Background: an optimization exercise with open tools, aiming at small area, a short achievable clock period and few clock cycles per item. Do not read the settings as production practice.
In this exercise RTL edits were held to simulation tests only and were not proved equivalent to the original.
Power figures rest on the tool's default switching activity, not on a simulated workload.

v8:
// md5_core
module md5_core (
    input  wire         clk,
    input  wire         rst,       
    input  wire         start,     
    input  wire         first,     
    input  wire [511:0] block,     
    output wire         ready,
    output reg          done,
    output wire [127:0] digest     
);
Size: roughly 5,700 cells after synthesis, roughly 0.048 sq mm of cells after synthesis.
export LEC_CHECK = 0
export ABC_AREA = 1
export CAP_MARGIN = 20
export CELL_PAD_IN_SITES_DETAIL_PLACEMENT = 1
export CORE_MARGIN = 2
export CORE_UTILIZATION = 45
export CTS_BUF_LIST = sky130_fd_sc_hd__clkbuf_16
export CTS_CLUSTER_DIAMETER = 60
export CTS_CLUSTER_SIZE = 30
export PLACE_DENSITY = 0.55
export SLEW_MARGIN = 20
export SYNTH_HIERARCHICAL = 1
create_clock -name core_clock -period 12.0 [get_ports {clk}]
standard.sh (not shown) runs the stock make flow with config.mk's settings and CLKGATE_MAP_FILE= SYNTH_SCRIPT=/design/flow/synth_recipe.tcl, a recipe that flattens the netlist after the stock synthesis.
==> flow/flow/run.sh <==
#!/bin/bash
# Layout flow: the standard ORFS flow (standard.sh) with two changes.
#  - Ports are buffered with sky130_fd_sc_hd__buf_1 instead of the default
#    clkdlybuf4s50_1 (every input and output still gets its own buffer).
#  - Timing repair aims at a setup slack margin of 6.5 ns at the design's
#    12 ns clock (the SDC is unchanged).
# make's output goes to make.log; each ORFS step writes its own log under
# orfs/logs/.
set -euo pipefail
export BUFFER_PORTS_ARGS="-buffer_cell sky130_fd_sc_hd__buf_1"
bash standard.sh SETUP_SLACK_MARGIN=6.5 finish > make.log 2>&1
v8 has completed all stages; timing, DRC and antenna checks passed.
Testbench counts of v8, summed over its fixed seeds: cycles 52,203, blocks 803.
--- input diff v8..v19 ---
==> flow/flow/run.sh <==
#!/bin/bash
# Layout flow: the standard ORFS flow (standard.sh) with two changes.
#  - Ports are buffered with sky130_fd_sc_hd__buf_1 instead of the default
#    clkdlybuf4s50_1 (every input and output still gets its own buffer).
#  - Timing repair aims at a setup slack margin of 7.2 ns at the design's
#    12 ns clock (the SDC is unchanged).
# make's output goes to make.log; each ORFS step writes its own log under
# orfs/logs/.
set -euo pipefail
export BUFFER_PORTS_ARGS="-buffer_cell sky130_fd_sc_hd__buf_1"
bash standard.sh SETUP_SLACK_MARGIN=7.2 finish > make.log 2>&1
==> notes.md <==
v19 completed every stage of the flow, and the final layout passed the timing, design-rule and antenna checks. Against v8, final worst slack in v19 came out better. Comparing v8 and v19, the higher biggest cell delay along the critical path was measured on v19. v19 vs. v8: iteration-0 DRC count of the detailed router increased about 4.3%; net count of the mapped netlist essentially unchanged.

Setup of job 6474:
md5_core, a different RTL version from the one above (not shown whole).
Size in the first run: ~4500 cells after synthesis, ~650 I/O pins, roughly 48000 µm² of cells after synthesis.
clock: 12.0 ns
lec_check: 0
cap_margin: 20
cell_pad_in_sites_detail_placement: 1
core_margin: 2
core_utilization: 45
cts_buf_list: sky130_fd_sc_hd__clkbuf_4 sky130_fd_sc_hd__clkbuf_8
place_density: 0.55
slew_margin: 20
synth_hierarchical: 1
==> flow/flow/run.sh <==
#!/bin/bash
# Layout flow: the standard ORFS flow (standard.sh) with two changes.
#  - Ports are buffered with sky130_fd_sc_hd__buf_1 instead of the default
#    clkdlybuf4s50_1 (every input and output still gets its own buffer).
#  - Timing repair aims at a setup slack margin of 6.5 ns at the design's
#    12 ns clock (the SDC is unchanged).
# make's output goes to make.log; each ORFS step writes its own log under
# orfs/logs/.
set -euo pipefail
export BUFFER_PORTS_ARGS="-buffer_cell sky130_fd_sc_hd__buf_1"
bash standard.sh SETUP_SLACK_MARGIN=6.5 finish > make.log 2>&1
Job 6474 | status: complete | timing, DRC, antenna: pass
Testbench counts of job 6474, summed over its fixed seeds: cycles 52,203, blocks 803.
Input changes introduced in job 4803 (baseline for comparison: job 6474):
Settings: putting CTS_CLUSTER_DIAMETER at 60 where nothing was set; putting CTS_CLUSTER_SIZE at 30 where nothing was set; putting ABC_AREA at 1 where nothing was set; swapping sky130_fd_sc_hd__clkbuf_4 sky130_fd_sc_hd__clkbuf_8 for sky130_fd_sc_hd__clkbuf_16 in CTS_BUF_LIST.
## What came out
Summary — final period demand of the worst path, job 4803 relative to job 6474: lower, by 0.63 ns.
As of job 4803, number of logic inverters in the finished layout had risen by more than 100% compared to job 6474.
On job 4803: clock network power share is 2.5 points higher than what job 6474 gave.
## Diff of input files: job 1110 against job 4803
diff --git a/flow/flow/run.sh b/flow/flow/run.sh
--- a/flow/flow/run.sh
+++ b/flow/flow/run.sh
@@ -5 +5 @@
-#  - Timing repair aims at a setup slack margin of 6.5 ns at the design's
+#  - Timing repair aims at a setup slack margin of 7.2 ns at the design's
@@ -11 +11 @@
-bash standard.sh SETUP_SLACK_MARGIN=6.5 finish > make.log 2>&1
+bash standard.sh SETUP_SLACK_MARGIN=7.2 finish > make.log 2>&1
==> notes.md <==
The half-perimeter wire length after placement of job 1110 was superior to that of job 4803. Taking job 4803 as the reference, in job 1110 global router's overall resource usage saw an increase, non-clock buffer count saw an increase, worst hold-check slack saw a decrease.
Edits applied to the flow inputs when going from job 1110 to job 9107:
Settings: swapping sky130_fd_sc_hd__clkbuf_16 for sky130_fd_sc_hd__clkbuf_4 sky130_fd_sc_hd__clkbuf_8 in CTS_BUF_LIST; clearing CELL_PAD_IN_SITES_DETAIL_PLACEMENT, which used to be 1; clearing CTS_CLUSTER_DIAMETER, which used to be 60; clearing ABC_AREA, which used to be 1; clearing CTS_CLUSTER_SIZE, which used to be 30; swapping 45 for 50 in CORE_UTILIZATION; swapping 0.55 for 0.62 in PLACE_DENSITY.
diff --git a/flow/flow/run.sh b/flow/flow/run.sh
--- a/flow/flow/run.sh
+++ b/flow/flow/run.sh
@@ -5 +5 @@
-#  - Timing repair aims at a setup slack margin of 7.2 ns at the design's
+#  - Timing repair aims at a setup slack margin of 6.5 ns at the design's
@@ -11 +11 @@
-bash standard.sh SETUP_SLACK_MARGIN=7.2 finish > make.log 2>&1
+bash standard.sh SETUP_SLACK_MARGIN=6.5 finish > make.log 2>&1
Findings:
Job 9107 completed; timing, DRC and antenna clean. Looking at largest family of logic cells by synthesized area, the compound AO/OA/AOI/OAI gates result is from job 9107; the simple AND/OR/NAND/NOR gates one comes from job 1110. On first-iteration DRC count, job 9107 does worse than job 1110. Going from job 1110 to job 9107, utilization has increased, wire length of the first global-routing pass now sits lower, via count of the first global-routing pass has decreased.

what the ideal ports hide:
How much do the figures lean on ideal ports? The routed layouts below were timed once more, with nothing changed but the port constraints. Step 1 (the two cells are an assumption about what drives the block):
set clk [get_ports {clk}]
set_driving_cell -lib_cell sky130_fd_sc_hd__clkbuf_16 $clk
set_driving_cell -lib_cell sky130_fd_sc_hd__buf_2 [delete_from_list [all_inputs] $clk]
Step 2 adds t to the input delays and takes it off the output delays; t is the mean of the earliest and latest rising clock arrival at the registers after step 1. Input paths then give back, and output paths get back, about the clock's delay inside the block. Three values: no drivers, after step 1, after step 2; two values: the first two.
run | shift t [ns] | setup WS [ns] | worst hold slack (ns) | slew at the worst register clock pin (ns)
v8 | 0.784 | 6.473 / 6.473 / 5.930 | 0.459 / 0.459 / 0.459 | 0.10 / 0.10
v19 | 0.802 | 6.829 / 6.829 / 6.290 | 0.471 / 0.471 / 0.471 | 0.11 / 0.11
job 6474 | 0.944 | 6.026 / 6.026 / 5.622 | 0.555 / 0.555 / 0.555 | 0.08 / 0.08
job 4803 | 0.784 | 6.651 / 6.651 / 5.946 | 0.543 / 0.543 / 0.543 | 0.10 / 0.10
job 1110 | 0.803 | 6.834 / 6.834 / 6.426 | 0.536 / 0.536 / 0.536 | 0.09 / 0.09
job 9107 | 0.924 | 6.239 / 6.239 / 5.712 | 0.534 / 0.534 / 0.534 | 0.07 / 0.07
After both steps every run listed still meets setup and hold. The setup slack of job 4803, which loses most, moves by 0.000 ns with the drivers and by -0.705 ns with both steps.
